This is an optimization exercise on Yosys and OpenROAD, whose aim is small area and few clock cycles, not a production implementation.
Function was checked by simulation only, so behaviour that the tests miss may differ from the original.
Power and IR drop assume default switching activity.

File: flow/design.v
module rapidlok_track_decoder (
    input  wire        clk,
    input  wire        rst,
    input  wire        in_valid,
    output wire        in_ready,
    input  wire [7:0]  in_data,
    input  wire        in_last,
    input  wire [7:0]  trk,
    output wire        hdr_valid,
    output wire [4:0]  hdr_sec,
    output wire [15:0] hdr_pos,
    output wire        pay_valid,
    output wire [15:0] pay_data,
    output wire        span_valid,
    output wire        span_mark,
    output wire        trk_done,
    output wire [4:0]  trk_nfound
);
    localparam PH_NONE = 2'd0;    
    localparam PH_MARK = 2'd1;    
    localparam PH_DATA = 2'd2;    
    localparam PH_IDLE = 2'd3;    
    reg  [2:0]  k;        
    reg         alt;      
    reg  [4:0]  s;        
    reg  [2:0]  r;        
    reg  [15:0] qpos;     
    reg  [20:0] found;
    reg  [4:0]  nfound;
    reg         fin;      
    wire [7:0] b = in_data;
    wire [3:0] thi = trk[7:4];
    wire [3:0] tlo = trk[3:0];
    wire [3:0] chi = {~thi[3], thi[2], thi[1], ~(thi[0] ^ s[4])};
    wire [3:0] clo = tlo ^ s[3:0] ^ 4'h6;
    wire [5:0] p_thi = {1'b1, thi[3], thi[2], ~(thi[3] & thi[2] & thi[1]), thi[1], thi[0]};
    wire [5:0] p_tlo = {1'b1, tlo[3], tlo[2], ~(tlo[3] & tlo[2] & tlo[1]), tlo[1], tlo[0]};
    wire [5:0] p_chi = {1'b1, chi[3], chi[2], ~(chi[3] & chi[2] & chi[1]), chi[1], chi[0]};
    wire [5:0] p_clo = {1'b1, clo[3], clo[2], ~(clo[3] & clo[2] & clo[1]), clo[1], clo[0]};
    wire [3:0] p_slo = {s[2], ~(s[3] & s[2] & s[1]), s[1], s[0]};    
    wire [7:0] h1 = {5'b10010, s[4], 1'b1, s[3]};
    wire [7:0] h2 = {p_slo, p_thi[5:2]};
    wire [7:0] h3 = {p_thi[1:0], p_tlo};
    wire [7:0] h5 = {4'b1110, p_chi[5:2]};
    wire [7:0] h6 = {p_chi[1:0], p_clo};
    reg ok;
    always @(*) begin
        case (k)
            3'd1: ok = (b[7:3] == 5'b10010) && b[1];
            3'd2: ok = (b[6] == ~(s[3] & b[7] & b[5])) && (b[3:0] == h2[3:0]);
            3'd3: ok = (b == h3);
            3'd4: ok = (b == 8'hD6);
            3'd5: ok = (b == h5);
            default: ok = (b == h6);
        endcase
    end
    wire [4:0] total = (trk >= 8'd31) ? 5'd16 :
                       (trk <= 8'd17) ? 5'd20 :
                       (trk <= 8'd24) ? 5'd18 : 5'd17;
    wire found_s = found[s];
    wire held = (k != 3'd0);
    wire adv  = held && ok && (k != 3'd6) && !in_last;
    wire det  = (k == 3'd6) && ok && (s <= total) && !found_s;
    wire die  = held && !adv && !det;
    assign in_ready = !die;
    wire take   = in_valid && !die;
    wire replay = in_valid && die;
    wire start  = (b == 8'h75) && !in_last;
    wire [2:0] nfree = k - {2'd0, alt};
    reg [7:0] hb;         
    always @(*) begin
        case (r)
            3'd0: hb = 8'h75;
            3'd1: hb = h1;
            3'd2: hb = h2;
            3'd3: hb = h3;
            3'd4: hb = 8'hD6;
            default: hb = h5;
        endcase
    end
    wire       proc = replay || (take && !held && !start);
    wire [7:0] x    = replay ? hb : b;
    reg  [1:0]  phase;
    reg  [7:0]  cnt;      
    reg  [1:0]  tcnt;     
    reg  [9:0]  tri_buf;  
    reg  [15:0] q0, q1;   
    wire hdr_go  = take && det;
    wire dstep   = proc && !fin && (phase == PH_DATA) && (cnt < 8'd194);
    wire pair_go = dstep && (tcnt == 2'd2);
    assign hdr_valid  = hdr_go;
    assign hdr_sec    = s;
    assign hdr_pos    = qpos;
    assign pay_valid  = pair_go && (cnt >= 8'd2);
    assign pay_data   = q0;
    assign span_valid = (hdr_go || fin) && (phase != PH_NONE);
    assign span_mark  = (phase == PH_DATA);
    assign trk_done   = fin;
    assign trk_nfound = nfound;
    wire [15:0] w = ~{tri_buf, x[7], x[6], x[4], x[3], x[1], x[0]};
    always @(posedge clk) begin
        if (rst) begin
            k      <= 3'd0;
            alt    <= 1'b0;
            r      <= 3'd0;
            qpos   <= 16'hFFFA;
            found  <= 21'd0;
            nfound <= 5'd0;
            fin    <= 1'b0;
            phase  <= PH_NONE;
        end else begin
            if (replay) begin
                if (r == nfree - 3'd1) begin
                    r   <= 3'd0;
                    k   <= {2'd0, alt};
                    alt <= 1'b0;
                end else begin
                    r <= r + 3'd1;
                end
            end else if (take) begin
                qpos <= in_last ? 16'hFFFA : qpos + 16'd1;
                if (adv) begin
                    k   <= k + 3'd1;
                    alt <= (k == 3'd3) && (b == 8'h75);
                    if (k == 3'd1) s[4:3] <= {b[2], b[0]};
                    if (k == 3'd2) s[2:0] <= {b[7], b[5], b[4]};
                end else begin
                    k   <= {2'd0, start};
                    alt <= 1'b0;
                end
            end
            fin <= take && in_last;
            if (fin) begin
                phase  <= PH_NONE;
                found  <= 21'd0;
                nfound <= 5'd0;
            end else if (hdr_go) begin
                phase  <= PH_MARK;
                cnt    <= 8'd7;
                tcnt   <= 2'd0;
                found  <= found | (21'd1 << s);
                nfound <= nfound + 5'd1;
            end else if (proc) begin
                case (phase)
                    PH_MARK: begin
                        if (tcnt[0] && x == 8'h6B) begin
                            phase <= PH_DATA;
                            cnt   <= 8'd0;
                            tcnt  <= 2'd0;
                        end else begin
                            if (cnt == 8'd38) phase <= PH_IDLE;
                            tcnt[0] <= (x == 8'hFF);
                            cnt     <= cnt + 8'd1;
                        end
                    end
                    PH_DATA: begin
                        if (cnt < 8'd194) begin
                            case (tcnt)
                                2'd0: begin
                                    tri_buf[9:5] <= {x[6], x[5], x[3], x[2], x[0]};
                                    tcnt <= 2'd1;
                                end
                                2'd1: begin
                                    tri_buf[4:0] <= {x[7], x[5], x[4], x[2], x[1]};
                                    tcnt <= 2'd2;
                                end
                                default: begin
                                    q0   <= q1;
                                    q1   <= w;
                                    cnt  <= cnt + 8'd1;
                                    tcnt <= 2'd0;
                                end
                            endcase
                        end
                    end
                    default: ;
                endcase
            end
        end
    end
endmodule
File: flow/run.sh
#!/bin/bash
# synth_recipe.tcl (not shown) runs the flow's synth.tcl, then flattens the netlist and writes it again
# the make line also repeats each setting of config.mk as NAME=value (left out here)
make -C /OpenROAD-flow-scripts/flow DESIGN_CONFIG=/design/flow/config.mk WORK_HOME=/design/flow/orfs CLKGATE_MAP_FILE= SYNTH_SCRIPT=/design/flow/synth_recipe.tcl finish
File: flow/config.mk
export PLATFORM = sky130hd
export DESIGN_NAME = rapidlok_track_decoder
export DESIGN_NICKNAME = rapidlok_track_decoder
export VERILOG_FILES = /design/flow/design.v
export SDC_FILE = /design/flow/constraint.sdc
export NUM_CORES = 4
export LEC_CHECK = 0
export ABC_AREA = 1
export CAP_MARGIN = 20
export CORE_MARGIN = 2
export CORE_UTILIZATION = 40
export SLEW_MARGIN = 20
File: flow/constraint.sdc
create_clock -name core_clock -period 10.0 [get_ports {clk}]
set_input_delay 2.0000 -clock core_clock [delete_from_list [all_inputs] [get_ports {clk}]]
set_output_delay 2.0000 -clock core_clock [all_outputs]
set_load 0.01 [all_outputs]
==> results of run 1 <==
[synth_stat cells, drive strengths merged]
| cell type | number | share of area |
|---|---|---|
| dfxtp | 52 | 0.18 |
| nand3b | 1 | 0.0013 |
| a21boi | 1 | 0.0013 |
| a221oi | 2 | 0.0030 |
| nand3 | 60 | 0.056 |
| a21o | 1 | 0.0013 |
| ha | 19 | 0.040 |
| o31ai | 2 | 0.0026 |
| nor4 | 8 | 0.0085 |
| nor2 | 78 | 0.053 |
| clkbuf | 8 | 0.0051 |
| o2111ai | 1 | 0.0015 |
| or2 | 4 | 0.0043 |
| nand4 | 21 | 0.022 |
| edfxtp | 57 | 0.29 |
| o22ai | 1 | 0.0011 |
| clkinv | 1 | 0.00064 |
| o221ai | 2 | 0.0030 |
| xor2 | 7 | 0.010 |
| a211oi | 1 | 0.0013 |
| a2bb2oi | 1 | 0.0015 |
| nand2 | 160 | 0.11 |
| buf | 11 | 0.015 |
| o21ai | 42 | 0.038 |
| xnor2 | 3 | 0.0045 |
| inv | 109 | 0.070 |
| nor3 | 28 | 0.026 |
| a21oi | 38 | 0.033 |
| nor3b | 2 | 0.0034 |
| a31oi | 16 | 0.017 |
[power groups by stage]
stage / combinational (W) / clock [W] / sequential [W]
floorplan: 0.0000236 / 0 / 0.000479
global placement: 0.0000446 / 0 / 0.000479
detailed placement: 0.0000454 / 0 / 0.000479
CTS: 0.0000456 / 0.000351 / 0.000469
global route: 0.0000508 / 0.000369 / 0.000469
finish: 0.0000462 / 0.000341 / 0.000469
[state kept, by name, summed over array words and instances, names as in the netlist]
name and flops:
found 21, q0 16, q1 16, qpos 16, tri_buf 10, cnt 8, nfound 5, s 5
k 3, r 3, phase 2, tcnt 2, alt 1, fin 1
[worst max-delay path, stage by stage]
cell and delay (ns):
clkdlybuf4s50_1 0.51, inv_1 0.17, nand3_1 0.17, nor3_1 0.17, o31ai_1 0.12, nor4_1 0.23
ha_1 0.30, nand4_1 0.11, a21oi_1 0.08, nand2_1 0.08, a21oi_2 0.06, o21ai_4 0.30
nand3_4 0.21, nand2_1 0.15, inv_1 0.05, nor2_1 0.18, nand3_1 0.15, nor4_1 0.24
clkdlybuf4s50_1 0.60
[cells in the final DEF, fill, tap and decap left out, types with 8 or more instances in the layout]
cell / instances
inv_2: 8
clkdlybuf4s50_1: 67
dfxtp_1: 52
nand3_1: 56
clkbuf_16: 9
inv_1: 100
nand4_1: 21
edfxtp_1: 57
nand2_1: 150
nor2_1: 74
nor3_1: 26
a31oi_1: 16
o21ai_0: 34
a21oi_1: 37
ha_1: 19
nand2_2: 10
[layout make-up]
class / instances / area share
inverter: 110 / 0.0596
tap: 184 / 0.0331
sequential: 109 / 0.395
clock inverter: 6 / 0.00647
multi-input combinational: 499 / 0.373
clock buffer: 10 / 0.0343
timing repair buffer: 69 / 0.0984
[metrics by stage]
step | setup slack, ns | instance area (µm²) | cells
after floorplan | 3.62 | 5870 | 737
after global placement | 2.29 | 6680 | 971
after detailed placement | 2.21 | 6680 | 971
after CTS | 2.19 | 6970 | 987
after global routing | 1.78 | 6970 | 987
final | 2.12 | 6970 | 987
[layer usage]
metal  part of all wire  GRT usage
met2               0.47      0.309
met1               0.46      0.257
met5                  0          0
met4              0.017     0.0556
met3              0.058     0.0381
[worst paths after layout]
path	startpoint	endpoint	slack, ns	cells past startpoint
hold reg to reg	q1[5]$_DFFE_PP_	q0[5]$_DFFE_PP_	0.42	0
hold / removal	q1[5]$_DFFE_PP_	q0[5]$_DFFE_PP_	0.42	0
setup / recovery	trk[7]	pay_valid	2.12	19
setup reg to reg	s[2]$_DFFE_PP_	cnt[2]$_SDFFCE_PP1P_	5.89	15
[cell families (layout without fill, tap and decap cells)]
logic type,count (synthesis),count (layout),share of synthesized area
AOI/OAI and AO/OA,108,108,0.105
and+or+nand+nor,362,362,0.281
buffers and inverters,129,195,0.0905
adders and majority gates,19,19,0.0405
DFF,109,109,0.469
xor gates and xnor gates,10,10,0.0149
==> results.yml, run 1 <==
clock_tree:
  post_cts.resized_instances: 0
  cts_setup_buffers: 0
  clk_transition_reported_paths_ns: 0.07
  tritoncts.num_buffers: 9
  cts-root-buf: "clkbuf_16"
  clk-insertion-delay-late_ns: 0.35
  numClockSinks: 109
  cts.hold.buffers_added: 0
  tritoncts: "built"
  h-tree-depth: 3
  clock_path_buffers: 2
routing:
  first_iter_violations: 471
  routed_vias: 5232
  detail_route.drc_violations: 0
  ant_nets: 0
  routedWlPerCell_um: 15.1
  avgViaCountPerCell: 5.30
  drt_pass1_iterations: 5
  post_route_wl_um: 14900
power:
  sw_frac_of_total: 0.227
  vdd_drop_max_mv: 0.0815
  seqPwrFrac: 0.548
  clockPowerShare: 0.398
  power_leakage_nw: 2.85
  p_switching_w: 0.000194
  power-per-cell-area_nw_per_um2: 123
  p_total_w: 0.000856
  intPower_w: 0.000661
  combPwrFrac: 0.054
synthesis:
  synthesis.instances: 737
  synth_area_per_cell_um2: 7.97
  syn_area_um2: 5870
  synth_sequential_area_ratio: 0.469
  postSynthNetCount: 776
  yosys_warnings: 1
  synthDistinctLibCells: 47
  yosys_register_bits: 109
global_route:
  gr-usage-all-layers: 0.189
  antenna_found_initial: 0
  grt_overflow_total: 0
  grt_pass1_wl_um: 24100
  grt_pass1_vias: 4797
  grt_max_degree: 33
sta:
  rsz0062_at_grt: "no"
  timing_hold_violations_final: 0
  min_period_ns: 7.88
  setup_total_negative_slack_ns: 0
  timing_max_transition_violations_final: 0
  finalClockSkew_ns: 0.00794
  layout_worst_path_cycle_share: 0.788
  hold-worst-slack_ns: 0.421
  max_slew_margin: 0.355
  worst_slew_pin_slew_ns: 0.959
  max_clock_freq_mhz: 127
  setup_viol: 0
setup_path:
  timing_worst_setup_path_type: "in2out"
  critPathArrivalTime_ns: 5.88
  critical_path_required_ns: 8.00
  setup.worst_path.end_class: "output port"
  crit_fanout: 14
  cp-start-kind: "primary input"
placement:
  placement.io_buffers: 67
  place.gp.congestion: 0.890
  post-dp-hpwl_um: 11100
floorplanning:
  die_x_um: 125
  std_cell_rows: 44
  floorplan.die_area_um2: 15700
  initial_core_util: 0.407
  io-pin-count: 68
  coreArea_um2: 14400
  floorplan.die.height_um: 125
worst_hold_path:
  hold_class: "reg2reg"
cells_and_area:
  nNetsFinal: 837
  finalCoreUtilization: 0.483
  final_layout_size_suffix_gt1_frac: 0.0672
  area_delta_synth_final_pct: 18.6
  num-fill-cells: 1445
  area.sequential_um2: 2750
  antenna_cells: 0
  multi_input_comb_area_um2: 2600
job:
  cap_violations: 0
run_status:
  outcome: "timing/DRC/antenna clean"
Testbench counts, summed over its fixed seeds: cycles 192,272.
==> run 2, diff against run 1 <==
--- a/flow/config.mk
+++ b/flow/config.mk
@@ -6,5 +6,4 @@
 export NUM_CORES = 4
 export LEC_CHECK = 0
-export ABC_AREA = 1
 export CAP_MARGIN = 20
 export CORE_MARGIN = 2
==> run 2 against run 1 <==
Effect of this change:
- largest power group unchanged
- non-clock buffer count increased by 2
- cell area increased by 1.1%
- synthesized cell count decreased by 17%
- combinational power decreased by 1%
- wire length increased by 2.2%
- sequential share of layout area decreased by 0.43 points
- critical path type unchanged
==> results.yml, run 2 <==
synthesis:
  synthSimpleGateAreaFrac: 0.203
  synth_sequential_area_ratio: 0.459
  post_synth_xor_area_fraction: 0.0497
  synth_async_reset_ratio: 0
  synth_flop_cell: "edfxtp_1"
  netlist_top_cells_area: "edfxtp_1 (29%), dfxtp_1 (17%), ha_1 (4.0%), xnor2_1 (3.2%), nand2_1 (3.0%)"
  synth_area_per_cell_um2: 9.81
  synth_most_common_cell: "edfxtp_1"
  synthMuxAreaShare: 0.0467
  synthDistinctLibCells: 71
  main_combinational_cell_family_by_area_after_synthesis: "simple AND/OR/NAND/NOR gates"
  synthAdderAreaFrac: 0.0396
  yosys_register_bits: 109
  postSynthNetCount: 650
  yosys_warnings: 1
  yosys.area.top_type: "edfxtp_1"
  synth_top_area_share: 0.285
  post_synth_most_frequent_cells: "edfxtp_1 (57), dfxtp_1 (52), nand2_1 (48), nor2_1 (41), a21oi_1 (35)"
  synth_compound_gate_area_share: 0.149
  synth_edf_count: 57
  syn_area_um2: 6000
  synthesis.instances: 611
clock_tree:
  h-tree-depth: 3
  tritoncts: "built"
  cts.hold.buffers_added: 0
  cts-root-buf: "clkbuf_16"
  numClockSinks: 109
  clock_path_buffers: 2
  post_cts.resized_instances: 0
  clk-insertion-delay-late_ns: 0.35
  clk_transition_reported_paths_ns: 0.07
  tritoncts.num_buffers: 9
  cts_setup_buffers: 0
global_route:
  grt_max_degree: 33
  grt_overflow_total: 0
  antenna_found_initial: 0
  gr-usage-all-layers: 0.194
  grt_pass1_wl_um: 24800
  grt_pass1_vias: 4843
routing:
  post_route_wl_um: 15200
  m1WireLength_um: 6760
  routedWlPerCell_um: 17.9
  ant_nets: 0
  maxUsedRoutingLayer: "met4"
  avgViaCountPerCell: 5.73
  detail_route.drc_violations: 0
  routed-wl-met2_um: 7140
  drt_pass1_iterations: 5
  met3_wirelength_um: 1070
  first_iter_violations: 341
  routed_vias: 4855
floorplanning:
  floorplan.die.height_um: 126
  std_cell_rows: 44
  floorplan.die_area_um2: 16000
  initial_core_util: 0.411
  coreArea_um2: 14600
  die_x_um: 126
  io-pin-count: 68
setup_path:
  startpoint: "trk[1]"
  setup.worst_path.end_class: "output port"
  critical_path_required_ns: 8.00
  timing_worst_setup_path_type: "in2out"
  rr_startpoint: "k[2]$_SDFFE_PP0P_"
  crit_fanout: 31
  cpLargestDelayFamily: "buffers and inverters"
  cp-start-kind: "primary input"
  critPathArrivalTime_ns: 6.05
  cp_slowest_cell: "clkdlybuf4s50_1"
  crit_chain: "clkdlybuf4s50_1 -> nor2_1 -> nand3b_1 -> o21ai_0 -> nand3_1 -> ha_1 -> nor2b_1 -> o21ai_0 -> a21oi_1 -> nor4_4 -> nand2_1 -> or2_1 -> inv_2 -> o22a_1 -> clkdlybuf4s50_1"
  cpPeakStageDelay_ns: 0.61
  number_of_buffer_and_inverter_instances_along_the_worst_setup_path: 3
power:
  vdd_drop_max_mv: 0.101
  power_leakage_nw: 2.52
  power-per-cell-area_nw_per_um2: 123
sta:
  setup_total_negative_slack_ns: 0
  finalClockSkew_ns: 0.00905
  max_clock_freq_mhz: 124
  worst_slew_pin_slew_ns: 0.868
  timing_hold_violations_final: 0
  setup_viol: 0
  rsz0062_at_grt: "no"
  max_slew_margin: 0.419
  timing_max_transition_violations_final: 0
  min_period_ns: 8.05
  layout_worst_path_cycle_share: 0.805
cells_and_area:
  finalCoreUtilization: 0.483
  area_delta_synth_final_pct: 17.4
  final_layout_size_suffix_gt1_frac: 0.0709
  max_flop_register: "found"
  most-common-layout-cells: "clkdlybuf4s50_1 (67), edfxtp_1 (57), dfxtp_1 (52)"
  commonest_non_fill_non_tap_cell_in_the_layout: "clkdlybuf4s50_1"
  nNetsFinal: 697
  number_of_flip_flops_under_the_largest_register_name: 21
  antenna_cells: 0
placement:
  post-dp-hpwl_um: 10800
  placement.io_buffers: 67
  place.gp.congestion: 0.933
worst_hold_path:
  hold_class: "reg2reg"
  hold_path_startpoint: "q1[5]$_DFFE_PP_"
job:
  cap_violations: 0
run_status:
  outcome: "timing/DRC/antenna clean"
==> run 2: cell count changes after synthesis, sizes merged, moves of 14 or more <==
| cell | delta |
|---|---|
| nand2 | -112 |
| inv | -74 |
| nand3 | -46 |
| nor2 | -37 |
| xnor2 | +19 |
| and3 | +16 |
| nand4 | -14 |
==> run 2: report_power, final <==
| part | switching, W | internal, W | total, W |
|---|---|---|---|
| sequential | 0.00000149 | 0.000468 | 0.000470 |
| combinational | 0.0000267 | 0.0000189 | 0.0000456 |
| clock | 0.000158 | 0.000197 | 0.000354 |
==> run 2: final timing paths <==
check / endpoint / slack (ns) / cells after the start
worst max-delay path: span_valid / 1.95 / 15
worst min-delay path: q0[5]$_DFFE_PP_ / 0.42 / 0
worst max register to register: tri_buf[9]$_DFFE_PP_ / 4.74 / 11
worst min register to register: q0[5]$_DFFE_PP_ / 0.42 / 0
==> run 2: cell type report <==
| type | count | area [µm²] |
|---|---|---|
| clock buffer | 12 | 258 |
| clock inverter | 4 | 36.3 |
| fill | 1327 | 7550 |
| inverter | 35 | 131 |
| multi-input combinational | 432 | 2930 |
| sequential | 109 | 2750 |
| tap | 184 | 230 |
| timing repair buffer | 71 | 701 |
==> run 2: per-layer routing <==
metal | vias up | GRT usage
met3 | 19 | 0.0468
met2 | 178 | 0.317
met4 | 0 | 0.0653
met5 | - | 0
met1 | 2325 | 0.254
li1 | 2333 | -
==> run 2: cell families (layout without fill, tap and decap cells) <==
family | after synthesis | count (layout)
multiplexers | 22 | 22
adder cells (fa/ha/maj) | 19 | 19
buffers and inverters | 70 | 122
XOR/XNOR | 34 | 34
flip-flops | 109 | 109
AND/OR/NAND/NOR | 225 | 225
AO/OA/AOI/OAI | 132 | 132
==> run 2: worst register-to-register path: stages, from the launching register on <==
cell and delay (ns):
dfxtp_1 0.83, inv_1 0.10, ha_1 0.43, a2111oi_0 0.43, a211oi_1 0.13, xnor2_1 0.28
a2111oi_4 0.11, a41oi_2 0.43, or2_1 0.48, inv_2 0.37, or4_1 0.67, nor3_1 0.64
==> run 2: metrics by stage <==
stage          setup WS, ns  std cells  instance area [µm²]  hold slack, ns  power (W)
6_report               1.95        847                 7040           0.419   0.000870
5_1_grt                1.67        847                 7040           0.427   0.000901
4_1_cts                1.99        847                 7040           0.421   0.000880
3_5_place_dp           2.00        831                 6740           0.405   0.000525
3_3_place_gp           2.14        831                 6740           0.404   0.000524
2_1_floorplan          3.57        611                 6000           0.400   0.000505
==> run 3, diff against run 2 <==
==> flow/flow/run.sh (new file) <==
#!/bin/bash
set -euo pipefail
export BUFFER_PORTS_ARGS="-buffer_cell sky130_fd_sc_hd__buf_1"
bash standard.sh finish > flow_make.log 2>&1
==> flow/standard.sh (new file) <==
#!/bin/bash
# synth_recipe.tcl (not shown) runs the flow's synth.tcl, then flattens the netlist and writes it again
# the make line also repeats each setting of config.mk as NAME=value (left out here)
make -C /OpenROAD-flow-scripts/flow DESIGN_CONFIG=/design/flow/config.mk WORK_HOME=/design/flow/orfs CLKGATE_MAP_FILE= SYNTH_SCRIPT=/design/flow/synth_recipe.tcl "${@:-finish}"
--- a/flow/config.mk
+++ b/flow/config.mk
@@ -6,4 +6,5 @@
 export NUM_CORES = 4
 export LEC_CHECK = 0
+export ABC_AREA = 1
 export CAP_MARGIN = 20
 export CORE_MARGIN = 2
removed: flow/run.sh
==> run 3 against run 2 <==
Effect of this change:
- die area shrank 2.0%
- synthesized cell count grew 21%
- sequential share of layout area grew 3.0 points
- critical endpoint is now pay_valid
==> results.yml, run 3 <==
routing:
  detail_route.drc_violations: 0
  routed_vias: 5096
  routedWlPerCell_um: 14.2
  post_route_wl_um: 14100
  avgViaCountPerCell: 5.16
  maxUsedRoutingLayer: "met4"
  routed-wl-met2_um: 6450
  m1WireLength_um: 6860
  ant_nets: 0
  met3_wirelength_um: 537
  drt_pass1_iterations: 5
  first_iter_violations: 392
placement:
  post-place-ws_ns: 2.93
  placement.io_buffers: 67
  place.gp.congestion: 0.975
  post-dp-hpwl_um: 10500
cells_and_area:
  area.sequential_um2: 2750
  number_of_flip_flops_under_the_largest_register_name: 21
  max_flop_register: "found"
  multi_input_comb_area_um2: 2590
  antenna_cells: 0
  num-fill-cells: 1476
  commonest_non_fill_non_tap_cell_in_the_layout: "nand2_1"
  most-common-layout-cells: "nand2_1 (150), inv_1 (100), nor2_1 (74)"
  nNetsFinal: 838
  final_layout_size_suffix_gt1_frac: 0.0684
  area_delta_synth_final_pct: 11.3
worst_hold_path:
  hold_class: "reg2reg"
synthesis:
  synth_most_common_cell: "nand2_1"
  post_synth_most_frequent_cells: "nand2_1 (150), inv_1 (100), nor2_1 (75), edfxtp_1 (57), nand3_1 (56)"
  yosys_register_bits: 109
  synth_top_area_share: 0.291
  yosys.area.top_type: "edfxtp_1"
  synth_edf_count: 57
  postSynthNetCount: 776
  netlist_top_cells_area: "edfxtp_1 (29%), dfxtp_1 (18%), nand2_1 (9.6%), inv_1 (6.4%), nor2_1 (4.8%)"
  synth_sequential_area_ratio: 0.469
  synthDistinctLibCells: 47
  yosys_warnings: 1
  syn_area_um2: 5870
  synthesis.instances: 737
  synth_flop_cell: "edfxtp_1"
  synth_area_per_cell_um2: 7.97
  synth_async_reset_ratio: 0
setup_path:
  cpLargestDelayFamily: "simple AND/OR/NAND/NOR gates"
  critPathArrivalTime_ns: 5.13
  timing.critical_path.mode_cell: "inv_1"
  number_of_buffer_and_inverter_instances_along_the_worst_setup_path: 5
  setup.worst_path.end_class: "output port"
  crit_chain: "buf_1 -> inv_1 -> a31oi_1 -> inv_1 -> nor4_1 -> ha_1 -> nand4_1 -> a21oi_1 -> nand2_1 -> a21oi_2 -> o21ai_4 -> nand3_4 -> nand2_1 -> inv_1 -> nor2_1 -> nand3_1 -> nor4_1 -> buf_1"
  cp-start-kind: "primary input"
  crit_fanout: 14
  critical_path_required_ns: 8.00
  cpPeakStageDelay_ns: 0.31
  timing_worst_setup_path_type: "in2out"
  cp_slowest_cell: "nor4_1"
sta:
  timing_max_transition_violations_final: 0
  setup_viol: 0
  worst_slew_pin_slew_ns: 0.739
  setup_total_negative_slack_ns: 0
  finalClockSkew_ns: 0.0105
  max_clock_freq_mhz: 140
  post-route-worst-setup-slack_ns: 2.87
  max_slew_margin: 0.503
  min_period_ns: 7.13
  layout_worst_path_cycle_share: 0.713
  rsz0062_at_grt: "no"
  timing_hold_violations_final: 0
run_status:
  outcome: "timing/DRC/antenna clean"
clock_tree:
  h-tree-depth: 3
  cts_setup_buffers: 0
  cts-root-buf: "clkbuf_16"
  clk_transition_reported_paths_ns: 0.06
  clk-insertion-delay-late_ns: 0.35
  tritoncts.num_buffers: 9
  cts.hold.buffers_added: 0
  numClockSinks: 109
  tritoncts: "built"
  post_cts.resized_instances: 0
  clock_path_buffers: 2
floorplanning:
  initial_core_util: 0.407
  floorplan.die_area_um2: 15700
  die_x_um: 125
  coreArea_um2: 14400
  std_cell_rows: 44
  floorplan.die.height_um: 125
  io-pin-count: 68
job:
  cap_violations: 0
global_route:
  grt_pass1_vias: 4662
  gr-usage-all-layers: 0.181
  grt_max_degree: 33
  grt_overflow_total: 0
  grt_pass1_wl_um: 23200
  antenna_found_initial: 0
power:
  vdd_drop_max_mv: 0.0855
  power_leakage_nw: 2.68
  power-per-cell-area_nw_per_um2: 128
[run 3: changes by cell type in the layout (fill, tap and decap cells not counted), moves of 14 or more]
cell,delta
nand4_1,+14
clkdlybuf4s50_1,-67
nand2_1,+102
xnor2_1,-19
inv_1,+66
and3_1,-16
nor2_1,+34
buf_1,+67
nand3_1,+42
[run 3: kinds of logic (layout without fill, tap and decap cells)]
| group | after synthesis | after routing | share of synthesized area |
|---|---|---|---|
| adders and majority gates | 19 | 19 | 0.0405 |
| and+or+nand+nor | 362 | 362 | 0.281 |
| xor gates and xnor gates | 10 | 10 | 0.0149 |
| DFF | 109 | 109 | 0.469 |
| AOI/OAI and AO/OA | 108 | 108 | 0.105 |
| buffers and inverters | 129 | 196 | 0.0905 |
[run 3: report_power, final]
part	total, W	switching, W	internal, W
clock	0.000330	0.000155	0.000175
sequential	0.000469	0.00000119	0.000468
combinational	0.0000388	0.0000286	0.0000102
total	0.000838	0.000185	0.000653
[run 3: cell type report]
type,instances,share of cell area
clock inverter,6,0.00536
tap,184,0.0352
sequential,109,0.421
multi-input combinational,499,0.396
inverter,110,0.0635
timing repair buffer,70,0.0419
clock buffer,10,0.0366
[run 3: path summary, 6_finish.rpt]
path / startpoint / endpoint / slack, ns / cells after the start
setup / recovery: trk[1] / pay_valid / 2.87 / 18
hold / removal: q1[7]$_DFFE_PP_ / q0[7]$_DFFE_PP_ / 0.42 / 0
setup reg to reg: k[2]$_SDFFE_PP0P_ / tri_buf[6]$_DFFE_PP_ / 5.97 / 18
hold reg to reg: q1[7]$_DFFE_PP_ / q0[7]$_DFFE_PP_ / 0.42 / 0
[run 3: per-stage QoR]
stage / total power, W / cells / hold WS, ns / cell area [µm²] / util
detailed placement: 0.000517 / 972 / 0.409 / 6260 / 0.434
global placement: 0.000517 / 972 / 0.403 / 6260 / 0.434
CTS: 0.000849 / 988 / 0.424 / 6540 / 0.453
global route: 0.000873 / 988 / 0.433 / 6540 / 0.453
floorplan: 0.000503 / 737 / 0.400 / 5870 / -
finish: 0.000838 / 988 / 0.421 / 6540 / 0.453
[run 3: routing by layer]
metal,vias up,GRT usage
met5,-,0
met4,0,0.0667
met3,16,0.0235
met2,135,0.290
met1,2352,0.253
li1,2593,-
==> run 4, diff against run 3 <==
==> flow/flow/run.sh (replaced) <==
#!/bin/bash
# The standard layout (standard.sh) with three changes:
#  - synthesis maps the logic with an area-oriented ABC script and no adder
#    extraction (flow/synth.tcl, flow/area.abc); flip-flops are mapped as before
#  - the port buffers are the smallest buffer, sky130_fd_sc_hd__buf_1
#  - clock tree synthesis uses small clock buffers
set -euo pipefail
here=$(pwd)
sed "s#SYNTH_SCRIPT=[^ ]*#SYNTH_SCRIPT=$here/flow/synth.tcl#" standard.sh > flow_standard.sh
export FLOW_ABC_SCRIPT=$here/flow/area.abc
export BUFFER_PORTS_ARGS="-buffer_cell sky130_fd_sc_hd__buf_1"
if [[ -f flow/cts_args ]]; then export CTS_ARGS="$(cat flow/cts_args)"; fi
bash flow_standard.sh ADDER_MAP_FILE= finish > flow_make.log 2>&1
==> flow/flow/area.abc (new file) <==
strash
&get -n
&fraig -x
&put
scorr
dc2
strash
dch -f
amap
topo
==> flow/flow/synth.tcl (new file) <==
# The standard flow's synthesis script (synth_recipe.tcl), with ABC run on an area-oriented
# script of our own. Flip-flop mapping and naming are unchanged.
proc synth {args} { yosys synth -nofsm -noshare {*}$args }
proc abc {args} {
  set i [lsearch -exact $args -script]
  if {$i >= 0} { set args [lreplace $args [expr {$i + 1}] [expr {$i + 1}] $::env(FLOW_ABC_SCRIPT)] }
  yosys abc {*}$args
}
source $::env(SCRIPTS_DIR)/synth.tcl
# left out here: clear keep_hierarchy, flatten, clean up, hide names made inside functions, write 1_2_yosys.v
==> run 4 against run 3 <==
Effect of this change:
- still clean
- first-iteration DRC count is 3.1% higher
- wire length is 17% lower
- non-clock buffer count is 2 lower
- count of clock-buffer cells in the layout is 1 lower
- highest routed layer unchanged
==> results.yml, run 4 <==
sta:
  min_period_ns: 8.27
  max_clock_freq_mhz: 121
  timing_max_transition_violations_final: 0
  hold-worst-slack_ns: 0.423
  max_slew_margin: 0.371
  setup_viol: 0
  rsz0062_at_grt: "no"
  timing_hold_violations_final: 0
  post-route-worst-setup-slack_ns: 1.73
  worst_slew_pin_slew_ns: 0.935
  layout_worst_path_cycle_share: 0.827
  setup_total_negative_slack_ns: 0
  finalClockSkew_ns: 0.00866
worst_hold_path:
  min_delay_worst_endpoint: "q0[15]$_DFFE_PP_"
  hold_path_startpoint: "q1[15]$_DFFE_PP_"
  hold_class: "reg2reg"
  timing.hold.worst_path_depth: 0
routing:
  maxUsedRoutingLayer: "met4"
  avgViaCountPerCell: 5.51
  routed_vias: 4304
  post_route_wl_um: 11700
  ant_nets: 0
  detail_route.drc_violations: 0
  first_iter_violations: 404
  routedWlPerCell_um: 15.0
  routed-wl-met2_um: 5230
  m1WireLength_um: 5660
  drt_pass1_iterations: 5
  met3_wirelength_um: 570
placement:
  post-place-ws_ns: 1.91
  placement.io_buffers: 67
  place.gp.congestion: 0.885
  post-dp-hpwl_um: 8650
clock_tree:
  cts-root-buf: "clkbuf_16"
  numClockSinks: 109
  clock_path_buffers: 2
  h-tree-depth: 3
  clk-insertion-delay-late_ns: 0.36
  cts.hold.buffers_added: 0
  cts_setup_buffers: 0
  post_cts.resized_instances: 0
  tritoncts.num_buffers: 9
  clk_transition_reported_paths_ns: 0.08
  tritoncts: "built"
synthesis:
  netlist_top_cells_area: "edfxtp_1 (35%), dfxtp_1 (21%), nor2_1 (9.0%), clkinv_1 (5.5%), a21oi_1 (3.6%)"
  synth_flop_cell: "edfxtp_1"
  yosys_register_bits: 109
  synthDistinctLibCells: 40
  yosys.area.top_type: "edfxtp_1"
  postSynthNetCount: 570
  synth_async_reset_ratio: 0
  synth_area_per_cell_um2: 8.98
  synth_most_common_cell: "nor2_1"
  yosys_warnings: 1
  syn_area_um2: 4940
  post_synth_most_frequent_cells: "nor2_1 (118), clkinv_1 (72), edfxtp_1 (57), dfxtp_1 (52), a21oi_1 (36)"
  synthesis.instances: 550
  synth_edf_count: 57
  synth_top_area_share: 0.347
  synth_sequential_area_ratio: 0.557
power:
  power-per-cell-area_nw_per_um2: 158
  intPower_w: 0.000671
  combPwrFrac: 0.074
  p_switching_w: 0.000229
  vdd_drop_max_mv: 0.0834
  p_total_w: 0.000900
  power_leakage_nw: 1.85
  sw_frac_of_total: 0.254
  clockPowerShare: 0.397
  seqPwrFrac: 0.529
floorplanning:
  floorplan.die_area_um2: 13300
  coreArea_um2: 12000
  floorplan.die.height_um: 115
  initial_core_util: 0.411
  std_cell_rows: 40
  io-pin-count: 68
  die_x_um: 115
cells_and_area:
  nNetsFinal: 649
  max_flop_register: "found"
  final_layout_size_suffix_gt1_frac: 0.0284
  most-common-layout-cells: "nor2_1 (117), clkinv_1 (72), buf_1 (67)"
  antenna_cells: 0
  num-fill-cells: 1192
  area_delta_synth_final_pct: 15.1
  commonest_non_fill_non_tap_cell_in_the_layout: "nor2_1"
  number_of_flip_flops_under_the_largest_register_name: 21
setup_path:
  crit_chain: "buf_1 -> clkinv_1 -> a211oi_1 -> a211oi_1 -> a221oi_1 -> o2111ai_1 -> a2111oi_0 -> a31oi_1 -> nor4_1 -> nor3_1 -> nor2_1 -> nand2_1 -> clkinv_1 -> nor2_1 -> a21oi_1 -> buf_1"
  cp_slowest_cell: "nor4_1"
  cpPeakStageDelay_ns: 0.73
  cpLargestDelayFamily: "simple AND/OR/NAND/NOR gates"
  number_of_buffer_and_inverter_instances_along_the_worst_setup_path: 4
  setup.worst_path.end_class: "output port"
  timing_worst_setup_path_type: "in2out"
  critPathArrivalTime_ns: 6.27
  worstReg2RegEnd: "cnt[5]$_SDFFCE_PP0P_"
  cp-start-kind: "primary input"
  critical_path_required_ns: 8.00
  rr_startpoint: "k[2]$_SDFFE_PP0P_"
  depth_of_the_worst_register_to_register_path: 14
  crit_fanout: 26
  regToRegSetupSlack_ns: 3.75
run_status:
  outcome: "timing/DRC/antenna clean"
job:
  cap_violations: 0
global_route:
  gr-usage-all-layers: 0.184
  antenna_found_initial: 0
  grt_pass1_vias: 3859
  grt_overflow_total: 0
  grt_pass1_wl_um: 19000
  grt_max_degree: 33
run 4: changes by cell type in the layout (fill, tap and decap cells not counted), sizes merged, moves of 14 or more:
cell	before	now
nand3	60	12
inv	111	6
nand4	21	3
and3	0	16
ha	19	0
nor2	78	118
clkinv	5	73
nand2	160	31
o22ai	1	15
run 4: layout make-up:
| type | instances | area, µm² | area share |
|---|---|---|---|
| Timing Repair Buffer | 68 | 259 | 0.0456 |
| Inverter | 72 | 270 | 0.0475 |
| Clock buffer | 9 | 225 | 0.0396 |
| Multi-Input combinational cell | 369 | 1920 | 0.337 |
| Tap cell | 147 | 184 | 0.0324 |
| Sequential cell | 109 | 2750 | 0.484 |
| Clock inverter | 7 | 76.3 | 0.0134 |
run 4: per-layer routing:
metal | up-vias | GRT usage
li1 | 2170 | -
met1 | 1995 | 0.255
met5 | - | 0
met4 | 0 | 0.0763
met3 | 19 | 0.0464
met2 | 120 | 0.277
run 4: kinds of logic (layout without fill, tap and decap cells):
family / after synthesis / count (layout) / share of synthesized area
AND/OR/NAND/NOR: 234 / 234 / 0.212
buffers and inverters: 72 / 156 / 0.0547
flip-flops: 109 / 109 / 0.557
AO/OA/AOI/OAI: 135 / 135 / 0.176
run 4: through the flow:
| stage | utilization | std cells | area (µm²) |
|---|---|---|---|
| after floorplan | - | 550 | 4940 |
| after global placement | 0.448 | 765 | 5380 |
| after detailed placement | 0.448 | 765 | 5380 |
| after CTS | 0.473 | 781 | 5690 |
| after global routing | 0.473 | 781 | 5690 |
| final | 0.473 | 781 | 5690 |
run 4: worst max-delay path by stage:
stage / from / cells after the start / endpoint / slack [ns]
after detailed placement: trk[6] / 16 / span_valid / 1.91
after floorplan: trk[6] / 14 / span_valid / 3.05
after CTS: trk[6] / 16 / span_valid / 1.86
final: trk[6] / 16 / span_valid / 1.73
after global routing: trk[6] / 16 / span_valid / 1.48
after global placement: trk[6] / 16 / span_valid / 2.17
run 4: worst register-to-register path, stage by stage (launching register included):
cell and delay [ns]:
dfxtp_1 0.52, clkinv_1 0.33, o21ai_0 0.62, o22ai_1 0.23
a221oi_1 0.36, o2111ai_1 0.17, a2111oi_0 0.36, a31oi_1 0.18
nor4_1 0.73, nor3_1 0.15, nor2_1 0.38, nand2_1 0.34
clkinv_1 0.53, o221ai_1 0.29, a31oi_1 0.70
run 4: power by group through the flow:
| stage | Sequential, W | Combinational, W | Clock [W] |
|---|---|---|---|
| after floorplan | 0.000485 | 0.0000432 | 0 |
| after global placement | 0.000486 | 0.0000661 | 0 |
| after detailed placement | 0.000486 | 0.0000657 | 0 |
| after CTS | 0.000476 | 0.0000659 | 0.000370 |
| after global routing | 0.000476 | 0.0000748 | 0.000387 |
| final | 0.000476 | 0.0000666 | 0.000358 |
==> run 5, diff against run 4 <==
--- a/flow/design.v
+++ b/flow/design.v
@@ -22,5 +22,4 @@
     localparam PH_IDLE = 2'd3;    
     reg  [2:0]  k;        
-    reg         alt;      
     reg  [4:0]  s;        
     reg  [2:0]  r;        
@@ -44,4 +43,5 @@
     wire [7:0] h5 = {4'b1110, p_chi[5:2]};
     wire [7:0] h6 = {p_chi[1:0], p_clo};
+    wire alt = (k == 3'd4) && (h3 == 8'h75);
     reg ok;
     always @(*) begin
@@ -102,5 +102,4 @@
         if (rst) begin
             k      <= 3'd0;
-            alt    <= 1'b0;
             r      <= 3'd0;
             qpos   <= 16'hFFFA;
@@ -114,5 +113,4 @@
                     r   <= 3'd0;
                     k   <= {2'd0, alt};
-                    alt <= 1'b0;
                 end else begin
                     r <= r + 3'd1;
@@ -122,10 +120,8 @@
                 if (adv) begin
                     k   <= k + 3'd1;
-                    alt <= (k == 3'd3) && (b == 8'h75);
                     if (k == 3'd1) s[4:3] <= {b[2], b[0]};
                     if (k == 3'd2) s[2:0] <= {b[7], b[5], b[4]};
                 end else begin
                     k   <= {2'd0, start};
-                    alt <= 1'b0;
                 end
             end
==> flow/flow/cts_args (new file) <==
-sink_clustering_enable -repair_clock_nets -buf_list sky130_fd_sc_hd__clkbuf_8 -root_buf sky130_fd_sc_hd__clkbuf_16 -dont_use_dummy_load
==> run 5 against run 4 <==
Effect of this change:
- critical path type unchanged
- sequential share of layout area is 0.19 points higher
- critical endpoint unchanged
- global-route usage is 0.29 points lower
- largest cell class unchanged
- sequential power is 1% higher
- worst setup slack better by 0.61 ns
==> results.yml, run 5 <==
run_status:
  outcome: "timing/DRC/antenna clean"
synthesis:
  yosys_warnings: 1
  synth_sequential_area_ratio: 0.554
  yosys_register_bits: 108
  synth_top_area_share: 0.347
  synthMuxAreaShare: 0
  synthesis.instances: 545
  yosys.area.top_type: "edfxtp_1"
  synth_async_reset_ratio: 0
  netlist_top_cells_area: "edfxtp_1 (35%), dfxtp_1 (21%), nor2_1 (8.2%), clkinv_1 (5.6%), nor3_1 (3.8%)"
  postSynthNetCount: 565
  synthDistinctLibCells: 39
  synth_flop_cell: "edfxtp_1"
  synthAdderAreaFrac: 0
  synth_compound_gate_area_share: 0.184
  main_combinational_cell_family_by_area_after_synthesis: "simple AND/OR/NAND/NOR gates"
  synth_edf_count: 57
  synth_area_per_cell_um2: 9.04
  syn_area_um2: 4930
  post_synth_most_frequent_cells: "nor2_1 (108), clkinv_1 (74), edfxtp_1 (57), dfxtp_1 (51), nor3_1 (37)"
  post_synth_xor_area_fraction: 0
  synthSimpleGateAreaFrac: 0.206
  synth_most_common_cell: "nor2_1"
power:
  p_switching_w: 0.000231
  intPower_w: 0.000671
  power_leakage_nw: 1.82
  combPwrFrac: 0.143
  clockPowerShare: 0.324
  sw_frac_of_total: 0.256
  vdd_drop_max_mv: 0.0882
  power-per-cell-area_nw_per_um2: 161
  seqPwrFrac: 0.533
setup_path:
  critPathArrivalTime_ns: 5.66
  critical_path_required_ns: 8.00
  timing_worst_setup_path_type: "in2out"
  cp_slowest_cell: "a2111oi_0"
  cpPeakStageDelay_ns: 0.41
  timing.critical_path.mode_cell: "nor2_1"
  crit_chain: "buf_1 -> clkinv_1 -> nor3_1 -> nor4_1 -> o32ai_1 -> nor2_1 -> a2111oi_0 -> a31oi_1 -> or2_0 -> nor3_1 -> nor3b_1 -> nor2_1 -> clkinv_1 -> nor2_1 -> buf_4 -> o22a_1 -> buf_1"
  setup.worst_path.end_class: "output port"
  crit_fanout: 26
  cp-start-kind: "primary input"
  number_of_buffer_and_inverter_instances_along_the_worst_setup_path: 5
  cpLargestDelayFamily: "simple AND/OR/NAND/NOR gates"
clock_tree:
  h-tree-depth: 3
  cts.hold.buffers_added: 0
  clk_transition_reported_paths_ns: 0.07
  clk-insertion-delay-late_ns: 0.35
  tritoncts: "built"
  cts_setup_buffers: 0
  post_cts.resized_instances: 0
  tritoncts.num_buffers: 9
  numClockSinks: 108
  cts-root-buf: "clkbuf_16"
  clock_path_buffers: 2
sta:
  min_period_ns: 7.66
  max_clock_freq_mhz: 131
  max_slew_margin: 0.414
  timing_hold_violations_final: 0
  worst_slew_pin_slew_ns: 0.875
  finalClockSkew_ns: 0.0231
  rsz0062_at_grt: "no"
  layout_worst_path_cycle_share: 0.766
  timing_max_transition_violations_final: 0
  setup_viol: 0
  setup_total_negative_slack_ns: 0
cells_and_area:
  num-fill-cells: 1186
  antenna_cells: 0
  final_layout_size_suffix_gt1_frac: 0.0224
  most-common-layout-cells: "nor2_1 (107), clkinv_1 (74), buf_1 (67)"
  area_delta_synth_final_pct: 14.1
  final_design_area_no_fill_um2: 5620
  nNetsFinal: 647
  commonest_non_fill_non_tap_cell_in_the_layout: "nor2_1"
  number_of_flip_flops_under_the_largest_register_name: 21
  max_flop_register: "found"
worst_hold_path:
  hold_class: "reg2reg"
job:
  cap_violations: 0
global_route:
  gr-usage-all-layers: 0.181
  grt_max_degree: 33
  grt_overflow_total: 0
  grt_pass1_vias: 3866
  grt_pass1_wl_um: 18900
  antenna_found_initial: 0
placement:
  post-dp-hpwl_um: 8690
  place.gp.congestion: 0.891
  placement.io_buffers: 67
  placedInstanceArea_um2: 5400
floorplanning:
  die_x_um: 115
  initial_core_util: 0.410
  coreArea_um2: 12000
  std_cell_rows: 40
  floorplan.die.height_um: 115
  io-pin-count: 68
  floorplan.die_area_um2: 13200
routing:
  avgViaCountPerCell: 5.56
  routed_vias: 4292
  drt_pass1_iterations: 5
  ant_nets: 0
  routedWlPerCell_um: 15.3
  post_route_wl_um: 11800
  detail_route.drc_violations: 0
  first_iter_violations: 326
## run 5: cell count changes after synthesis, sizes merged, moves of 3 or more
cell / delta
nor2: -10
nand2: -7
a21oi: -6
nor3: +5
o21ai: +5
a211oi: -4
nor2b: +4
nor4: -4
o32ai: +4
a2111oi: +3
o41ai: +3
## run 5: layout make-up
class / count / area [µm²] / share of cell area
multi-input cells: 363 / 1920 / 0.342
well taps: 147 / 184 / 0.0327
inverters: 74 / 278 / 0.0494
clock buffers: 9 / 225 / 0.0401
flip-flops and latches: 108 / 2730 / 0.486
repair buffers: 71 / 282 / 0.0501
## run 5: cell families (layout without fill, tap and decap cells)
kind of cell	count (synthesis)	count (layout)
flip-flops	108	108
AND/OR/NAND/NOR	224	224
buffers and inverters	74	154
AO/OA/AOI/OAI	139	139
## run 5: stage by stage
| step | power, W | instances | util | hold WS (ns) | setup slack, ns |
|---|---|---|---|---|---|
| finish | 0.000903 | 772 | 0.468 | 0.409 | 2.34 |
| global route | 0.000944 | 772 | 0.468 | 0.413 | 1.95 |
| CTS | 0.000912 | 772 | 0.468 | 0.411 | 2.40 |
| detailed placement | 0.000617 | 763 | 0.449 | 0.405 | 2.41 |
| global placement | 0.000618 | 763 | 0.449 | 0.404 | 2.58 |
| floorplan | 0.000575 | 545 | - | 0.400 | 2.65 |
## run 5: path summary, 6_finish.rpt
check / from / to / slack [ns] / cells after the start
max: trk[6] / span_valid / 2.34 / 17
min: q1[8]$_DFFE_PP_ / q0[8]$_DFFE_PP_ / 0.41 / 0
max reg2reg: k[0]$_SDFFE_PP0P_ / cnt[3]$_SDFFCE_PP0P_ / 3.70 / 22
min reg2reg: q1[8]$_DFFE_PP_ / q0[8]$_DFFE_PP_ / 0.41 / 0
## run 5: worst register-to-register path: stages, from the launching register on
cell       delay, ns
dfxtp_1         0.47
clkinv_1        0.25
nor2_1          0.25
nand2_1         0.21
o21ai_0         0.34
clkinv_1        0.25
o32ai_1         0.37
nor2_1          0.06
a2111oi_0       0.41
a31oi_1         0.15
or2_0           0.26
nor3_1          0.38
nor3b_1         0.13
nor2_1          0.22
clkinv_1        0.16
nor2_1          0.11
buf_4           0.30
clkinv_1        0.30
nand2_1         0.18
nor2_1          0.06
nor3_1          0.24
clkinv_1        0.14
a31oi_1         0.67
## run 5: power by group through the flow
| stage | clock [W] | combinational [W] | sequential, W |
|---|---|---|---|
| 2_1_floorplan | 0 | 0.0000852 | 0.000490 |
| 3_3_place_gp | 0 | 0.000127 | 0.000491 |
| 3_5_place_dp | 0 | 0.000126 | 0.000491 |
| 4_1_cts | 0.000304 | 0.000127 | 0.000481 |
| 5_1_grt | 0.000319 | 0.000143 | 0.000482 |
| 6_report | 0.000293 | 0.000129 | 0.000481 |
## run 5: metal layers
layer	global-route usage	wire length (µm)	vias to the layer above
li1	-	-	2153
met1	0.246	5280	1977
met2	0.286	5470	140
met3	0.0448	833	22
met4	0.0602	218	0
met5	0	0	-
Testbench counts of run 5, summed over its fixed seeds: cycles 192,272.
==> run 6, diff against run 5 <==
==> flow/flow/cts_args (replaced) <==
-sink_clustering_enable -repair_clock_nets -buf_list {sky130_fd_sc_hd__clkbuf_4 sky130_fd_sc_hd__clkbuf_8} -root_buf sky130_fd_sc_hd__clkbuf_8 -sink_clustering_size 10 -dont_use_dummy_load
--- a/flow/config.mk
+++ b/flow/config.mk
@@ -9,4 +9,4 @@
 export CAP_MARGIN = 20
 export CORE_MARGIN = 2
-export CORE_UTILIZATION = 40
+export CORE_UTILIZATION = 55
 export SLEW_MARGIN = 20
==> run 6 against run 5 <==
Effect of this change:
- largest cell class unchanged
- still clean on timing, DRC and antenna
- register-to-register slack got worse by 0.55 ns
- synthesized cell count unchanged
- die area decreased by 26%
- sequential cell count unchanged
==> results.yml, run 6 <==
synthesis:
  synth_sequential_area_ratio: 0.554
  synthesis.instances: 545
  post_synth_most_frequent_cells: "nor2_1 (108), clkinv_1 (74), edfxtp_1 (57), dfxtp_1 (51), nor3_1 (37)"
  yosys_warnings: 1
  synth_area_per_cell_um2: 9.04
  synth_async_reset_ratio: 0
  yosys_register_bits: 108
  synthSimpleGateAreaFrac: 0.206
  synth_most_common_cell: "nor2_1"
  synthAdderAreaFrac: 0
  main_combinational_cell_family_by_area_after_synthesis: "simple AND/OR/NAND/NOR gates"
  synth_top_area_share: 0.347
  postSynthNetCount: 565
  synthDistinctLibCells: 39
  post_synth_xor_area_fraction: 0
  netlist_top_cells_area: "edfxtp_1 (35%), dfxtp_1 (21%), nor2_1 (8.2%), clkinv_1 (5.6%), nor3_1 (3.8%)"
  yosys.area.top_type: "edfxtp_1"
  synth_compound_gate_area_share: 0.184
  synth_edf_count: 57
  synthMuxAreaShare: 0
  syn_area_um2: 4930
  synth_flop_cell: "edfxtp_1"
power:
  p_switching_w: 0.000224
  combPwrFrac: 0.159
  power-per-cell-area_nw_per_um2: 149
  seqPwrFrac: 0.589
  power_leakage_nw: 1.78
  clockPowerShare: 0.252
  sw_frac_of_total: 0.274
  vdd_drop_max_mv: 0.0596
  intPower_w: 0.000593
setup_path:
  crit_fanout: 9
  setup.worst_path.end_class: "output port"
  timing_worst_setup_path_type: "in2out"
  cp_slowest_cell: "nor2_1"
  startpoint: "trk[6]"
  crit_chain: "buf_1 -> clkinv_1 -> nor3_1 -> nor4_1 -> o32ai_1 -> nor2_1 -> a2111oi_0 -> a31oi_1 -> or2_0 -> nor3_1 -> nor3b_1 -> nor2_1 -> clkinv_1 -> nor2_1 -> o22a_1 -> buf_1"
  cp-start-kind: "primary input"
  critPathArrivalTime_ns: 5.79
  timing.critical_path.mode_cell: "nor2_1"
  critical_path_required_ns: 8.00
  cpPeakStageDelay_ns: 0.60
  rr_startpoint: "k[0]$_SDFFE_PP0P_"
global_route:
  grt_pass1_wl_um: 19300
  grt_pass1_vias: 3986
  grt_overflow_total: 0
  antenna_found_initial: 0
  grt_max_degree: 33
  gr-usage-all-layers: 0.249
clock_tree:
  h-tree-depth: 3
  tritoncts: "built"
  cts_setup_buffers: 0
  cts.hold.buffers_added: 0
  post_cts.resized_instances: 0
  clock_path_buffers: 2
  cts-root-buf: "clkbuf_8"
  clk-insertion-delay-late_ns: 0.37
  tritoncts.num_buffers: 9
  numClockSinks: 108
  clk_transition_reported_paths_ns: 0.11
cells_and_area:
  commonest_non_fill_non_tap_cell_in_the_layout: "nor2_1"
  antenna_cells: 0
  area.sequential_um2: 2730
  max_flop_register: "found"
  nNetsFinal: 647
  finalCoreUtilization: 0.627
  most-common-layout-cells: "nor2_1 (107), clkinv_1 (74), buf_1 (67)"
  number_of_flip_flops_under_the_largest_register_name: 21
  num-fill-cells: 788
  final_layout_size_suffix_gt1_frac: 0.0224
  multi_input_comb_area_um2: 1920
  area_delta_synth_final_pct: 11.0
routing:
  m1WireLength_um: 5230
  avgViaCountPerCell: 5.97
  maxUsedRoutingLayer: "met4"
  routed_vias: 4375
  post_route_wl_um: 11800
  drt_pass1_iterations: 5
  met3_wirelength_um: 554
  routed-wl-met2_um: 5720
  ant_nets: 0
  first_iter_violations: 274
  routedWlPerCell_um: 16.1
  detail_route.drc_violations: 0
sta:
  worst_slew_pin_slew_ns: 0.894
  rsz0062_at_grt: "no"
  timing_max_transition_violations_final: 0
  timing_hold_violations_final: 0
  setup_viol: 0
  finalClockSkew_ns: 0.0387
  layout_worst_path_cycle_share: 0.779
  min_period_ns: 7.79
  max_clock_freq_mhz: 128
  setup_total_negative_slack_ns: 0
  max_slew_margin: 0.401
floorplanning:
  std_cell_rows: 34
  die_x_um: 98.7
  initial_core_util: 0.565
  floorplan.die_area_um2: 9730
  coreArea_um2: 8720
  io-pin-count: 68
  floorplan.die.height_um: 98.7
run_status:
  outcome: "timing/DRC/antenna clean"
worst_hold_path:
  hold_class: "reg2reg"
  hold_path_startpoint: "q1[12]$_DFFE_PP_"
placement:
  placement.io_buffers: 67
  post-dp-hpwl_um: 8860
  place.gp.congestion: 0.976
job:
  cap_violations: 0
run 6: cell types whose count changed in the layout (fill, tap and decap cells not counted):
cell       change
clkbuf_16      -9
clkbuf_8       +9
run 6: kinds of logic (layout without fill, tap and decap cells):
| logic type | count (synthesis) | after routing |
|---|---|---|
| AO/OA/AOI/OAI | 139 | 139 |
| buffers and inverters | 74 | 154 |
| flip-flops | 108 | 108 |
| AND/OR/NAND/NOR | 224 | 224 |
run 6: power by group through the flow:
stage | Combinational [W] | Clock (W) | Sequential [W]
2_1_floorplan | 0.0000852 | 0 | 0.000490
3_3_place_gp | 0.000126 | 0 | 0.000491
3_5_place_dp | 0.000127 | 0 | 0.000491
4_1_cts | 0.000127 | 0.000213 | 0.000481
5_1_grt | 0.000143 | 0.000228 | 0.000482
6_report | 0.000129 | 0.000206 | 0.000481
run 6: final cells by class:
class	instances	share of cell area
repair buffers	71	0.0515
well taps	108	0.0247
multi-input cells	363	0.351
flip-flops and latches	108	0.499
clock buffers	9	0.0226
inverters	74	0.0508
run 6: through the flow:
stage                     area [µm²]  setup slack, ns  hold slack [ns]  total power, W  instances
after global placement          5350             2.28            0.401        0.000617        724
final                           5470             2.21            0.399        0.000817        733
after detailed placement        5350             2.25            0.405        0.000618        724
after floorplan                 4930             2.65            0.400        0.000575        545
after global routing            5470             1.57            0.409        0.000852        733
after CTS                       5470             2.24            0.403        0.000821        733
run 6: critical path: cells and delay by family:
family / cells / cell delay, ns
AND/OR/NAND/NOR: 8 / 2.02
AO/OA/AOI/OAI: 4 / 1.06
buffers and inverters: 4 / 0.71
run 6: worst paths after layout:
| kind | to | cells after the start | slack, ns |
|---|---|---|---|
| worst max-delay path | span_valid | 16 | 2.21 |
| worst min-delay path | q0[12]$_DFFE_PP_ | 0 | 0.40 |
| worst max register to register | cnt[1]$_SDFFCE_PP1P_ | 22 | 3.15 |
| worst min register to register | q0[12]$_DFFE_PP_ | 0 | 0.40 |
run 6: per-layer routing:
| layer | track usage | up-vias |
|---|---|---|
| met5 | 0 | - |
| met4 | 0.103 | 0 |
| met3 | 0.0348 | 29 |
| met2 | 0.417 | 145 |
| met1 | 0.327 | 2049 |
| li1 | - | 2152 |
==> run 7, diff against run 6 <==
==> flow/flow/cts_args (replaced) <==
-sink_clustering_enable -repair_clock_nets -buf_list sky130_fd_sc_hd__clkbuf_8 -root_buf sky130_fd_sc_hd__clkbuf_8 -dont_use_dummy_load
--- a/flow/config.mk
+++ b/flow/config.mk
@@ -9,4 +9,4 @@
 export CAP_MARGIN = 20
 export CORE_MARGIN = 2
-export CORE_UTILIZATION = 55
+export CORE_UTILIZATION = 70
 export SLEW_MARGIN = 20
==> run 7 against run 6 <==
Effect of this change:
- still clean on timing, DRC and antenna
- synthesized cell count stayed put
- utilization grew 18 points
- area after synthesis unchanged
- maximum frequency shrank 3.1%
- wire length is 10% higher
- non-clock buffer count did not move
- count of clock-buffer cells in the layout unchanged
- cell area is 0.27% lower
- cell count shrank 1.6%
- sequential share of layout area up 0.14 points
- sequential cell count is the same
- critical endpoint unchanged
- highest routed layer unchanged
==> results.yml, run 7 <==
run_status:
  outcome: "timing/DRC/antenna clean"
power:
  power_leakage_nw: 1.78
  intPower_w: 0.000593
  vdd_drop_max_mv: 0.0872
  sw_frac_of_total: 0.278
  clockPowerShare: 0.250
  seqPwrFrac: 0.587
  power-per-cell-area_nw_per_um2: 151
  p_switching_w: 0.000228
  combPwrFrac: 0.163
synthesis:
  synth_top_area_share: 0.347
  synthesis.instances: 545
  syn_area_um2: 4930
  synth_sequential_area_ratio: 0.554
  netlist_top_cells_area: "edfxtp_1 (35%), dfxtp_1 (21%), nor2_1 (8.2%), clkinv_1 (5.6%), nor3_1 (3.8%)"
  yosys_register_bits: 108
  synth_most_common_cell: "nor2_1"
  synth_flop_cell: "edfxtp_1"
  yosys.area.top_type: "edfxtp_1"
  yosys_warnings: 1
  synthDistinctLibCells: 39
  synth_edf_count: 57
  postSynthNetCount: 565
  post_synth_most_frequent_cells: "nor2_1 (108), clkinv_1 (74), edfxtp_1 (57), dfxtp_1 (51), nor3_1 (37)"
  synth_async_reset_ratio: 0
  synth_area_per_cell_um2: 9.04
sta:
  timing_hold_violations_final: 0
  rsz0062_at_grt: "no"
  max_clock_freq_mhz: 124
  finalClockSkew_ns: 0.0456
  layout_worst_path_cycle_share: 0.804
  setup_total_negative_slack_ns: 0
  post-route-worst-setup-slack_ns: 1.96
  timing_max_transition_violations_final: 0
  worst_slew_pin_slew_ns: 0.905
  setup_viol: 0
  min_period_ns: 8.04
  max_slew_margin: 0.394
floorplanning:
  coreArea_um2: 6790
  io-pin-count: 68
  initial_core_util: 0.725
  std_cell_rows: 30
  floorplan.die_area_um2: 7730
  floorplan.die.height_um: 87.9
  die_x_um: 87.9
cells_and_area:
  num-fill-cells: 444
  most-common-layout-cells: "nor2_1 (107), clkinv_1 (74), buf_1 (67)"
  nNetsFinal: 647
  commonest_non_fill_non_tap_cell_in_the_layout: "nor2_1"
  finalCoreUtilization: 0.803
  final_layout_size_suffix_gt1_frac: 0.0224
  antenna_cells: 0
  number_of_flip_flops_under_the_largest_register_name: 21
  area.sequential_um2: 2730
  area_delta_synth_final_pct: 10.7
  max_flop_register: "found"
  final_design_area_no_fill_um2: 5460
  multi_input_comb_area_um2: 1920
routing:
  detail_route.drc_violations: 0
  routed_vias: 4636
  ant_nets: 0
  first_iter_violations: 532
  post_route_wl_um: 13100
  routedWlPerCell_um: 18.1
  drt_pass1_iterations: 7
  avgViaCountPerCell: 6.43
setup_path:
  cp-start-kind: "primary input"
  critical_path_required_ns: 8.00
  setup.worst_path.end_class: "output port"
  timing_worst_setup_path_type: "in2out"
  crit_fanout: 10
  critPathArrivalTime_ns: 6.04
clock_tree:
  clock_path_buffers: 2
  cts.hold.buffers_added: 0
  tritoncts.num_buffers: 9
  clk_transition_reported_paths_ns: 0.12
  h-tree-depth: 3
  tritoncts: "built"
  post_cts.resized_instances: 0
  clk-insertion-delay-late_ns: 0.38
  cts_setup_buffers: 0
  numClockSinks: 108
  cts-root-buf: "clkbuf_8"
placement:
  post-place-ws_ns: 2.11
  placedInstanceArea_um2: 5330
  placement.io_buffers: 67
  post-dp-hpwl_um: 9710
  place.gp.congestion: 0.957
global_route:
  grt_pass1_vias: 4241
  grt_overflow_total: 0
  antenna_found_initial: 0
  gr-usage-all-layers: 0.346
  grt_pass1_wl_um: 20300
  grt_max_degree: 33
job:
  cap_violations: 0
worst_hold_path:
  hold_class: "reg2reg"
run 7: per-layer routing:
metal / vias to the layer above / GRT usage / wire length, µm
li1: 2143 / - / -
met4: 0 / 0.162 / 609
met1: 2115 / 0.433 / 4920
met5: - / 0 / 0
met3: 72 / 0.0462 / 1080
met2: 306 / 0.595 / 6450
run 7: power by group through the flow:
stage / Combinational [W] / Sequential [W] / Clock (W)
finish: 0.000134 / 0.000482 / 0.000206
global route: 0.000144 / 0.000482 / 0.000220
CTS: 0.000128 / 0.000481 / 0.000206
detailed placement: 0.000126 / 0.000491 / 0
global placement: 0.000123 / 0.000491 / 0
floorplan: 0.0000852 / 0.000490 / 0
run 7: path summary, 6_finish.rpt:
check / start / cells past startpoint / endpoint / slack (ns)
setup reg to reg: k[0]$_SDFFE_PP0P_ / 21 / cnt[4]$_SDFFCE_PP0P_ / 2.97
hold reg to reg: q1[2]$_DFFE_PP_ / 0 / q0[2]$_DFFE_PP_ / 0.40
setup / recovery: trk[6] / 16 / span_valid / 1.96
hold / removal: q1[2]$_DFFE_PP_ / 0 / q0[2]$_DFFE_PP_ / 0.40
run 7: area by class of cell:
type	instances	area share
clock buffer	9	0.0227
timing repair buffer	71	0.0516
sequential	108	0.501
inverter	74	0.0509
multi-input combinational	363	0.352
tap	96	0.0220
run 7: critical path, cell delays in order:
cell	delay, ns
buf_1	0.22
clkinv_1	0.18
nor3_1	0.30
nor4_1	0.08
o32ai_1	0.32
nor2_1	0.06
a2111oi_0	0.42
a31oi_1	0.15
or2_0	0.27
nor3_1	0.36
nor3b_1	0.14
nor2_1	0.26
clkinv_1	0.19
nor2_1	0.69
o22a_1	0.24
buf_1	0.15
run 7: metrics by stage:
step           total power, W  hold slack [ns]  instances
2_1_floorplan        0.000575            0.400        545
3_3_place_gp         0.000614            0.402        712
3_5_place_dp         0.000618            0.405        712
4_1_cts              0.000815            0.407        721
5_1_grt              0.000847            0.413        721
6_report             0.000821            0.404        721
run 7: cell families after synthesis:
logic type,count (synthesis),share of synthesized area
AND/OR/NAND/NOR,224,0.206
AO/OA/AOI/OAI,139,0.184
flip-flops,108,0.554
buffers and inverters,74,0.0564

what the ideal ports hide:
The results above use ideal ports. As a check the final layouts listed here were re-extracted and re-timed, cells and wires unchanged. Step 1 sets driving cells, clkbuf_16 on the clock port and buf_2 on the other inputs (assumed; they add their load-dependent delay and slew). Step 2 adds t to the input delays and takes it off the output delays; t is the mean of the earliest and latest rising clock arrival at the registers after step 1. Input paths then give back, and output paths get back, about the clock's delay inside the block. Three values: no drivers, after step 1, after step 2; two values: the first two.
run | t (ns) | setup slack, ns | hold WS [ns] | worst setup path at the end | cell pins on the clock port's net
run 1 | 0.390 | 2.124 / 2.104 / 2.104 | 0.421 / 0.421 / 0.421 | input to output | 1
run 2 | 0.391 | 1.951 / 1.924 / 1.924 | 0.419 / 0.419 / 0.419 | input to output | 1
run 3 | 0.385 | 2.872 / 2.848 / 2.848 | 0.421 / 0.421 / 0.421 | input to output | 1
run 4 | 0.394 | 1.732 / 1.711 / 1.711 | 0.423 / 0.423 / 0.423 | input to output | 1
run 5 | 0.374 | 2.341 / 2.308 / 2.308 | 0.409 / 0.409 / 0.409 | input to output | 1
run 6 | 0.383 | 2.208 / 2.180 / 2.180 | 0.399 / 0.399 / 0.399 | input to output | 1
run 7 | 0.390 | 1.959 / 1.927 / 1.927 | 0.404 / 0.404 / 0.404 | input to output | 1
After both steps setup and hold are still met in every run listed. The setup slack of run 5, which loses most, moves by -0.033 ns with the drivers and by -0.033 ns with both steps.
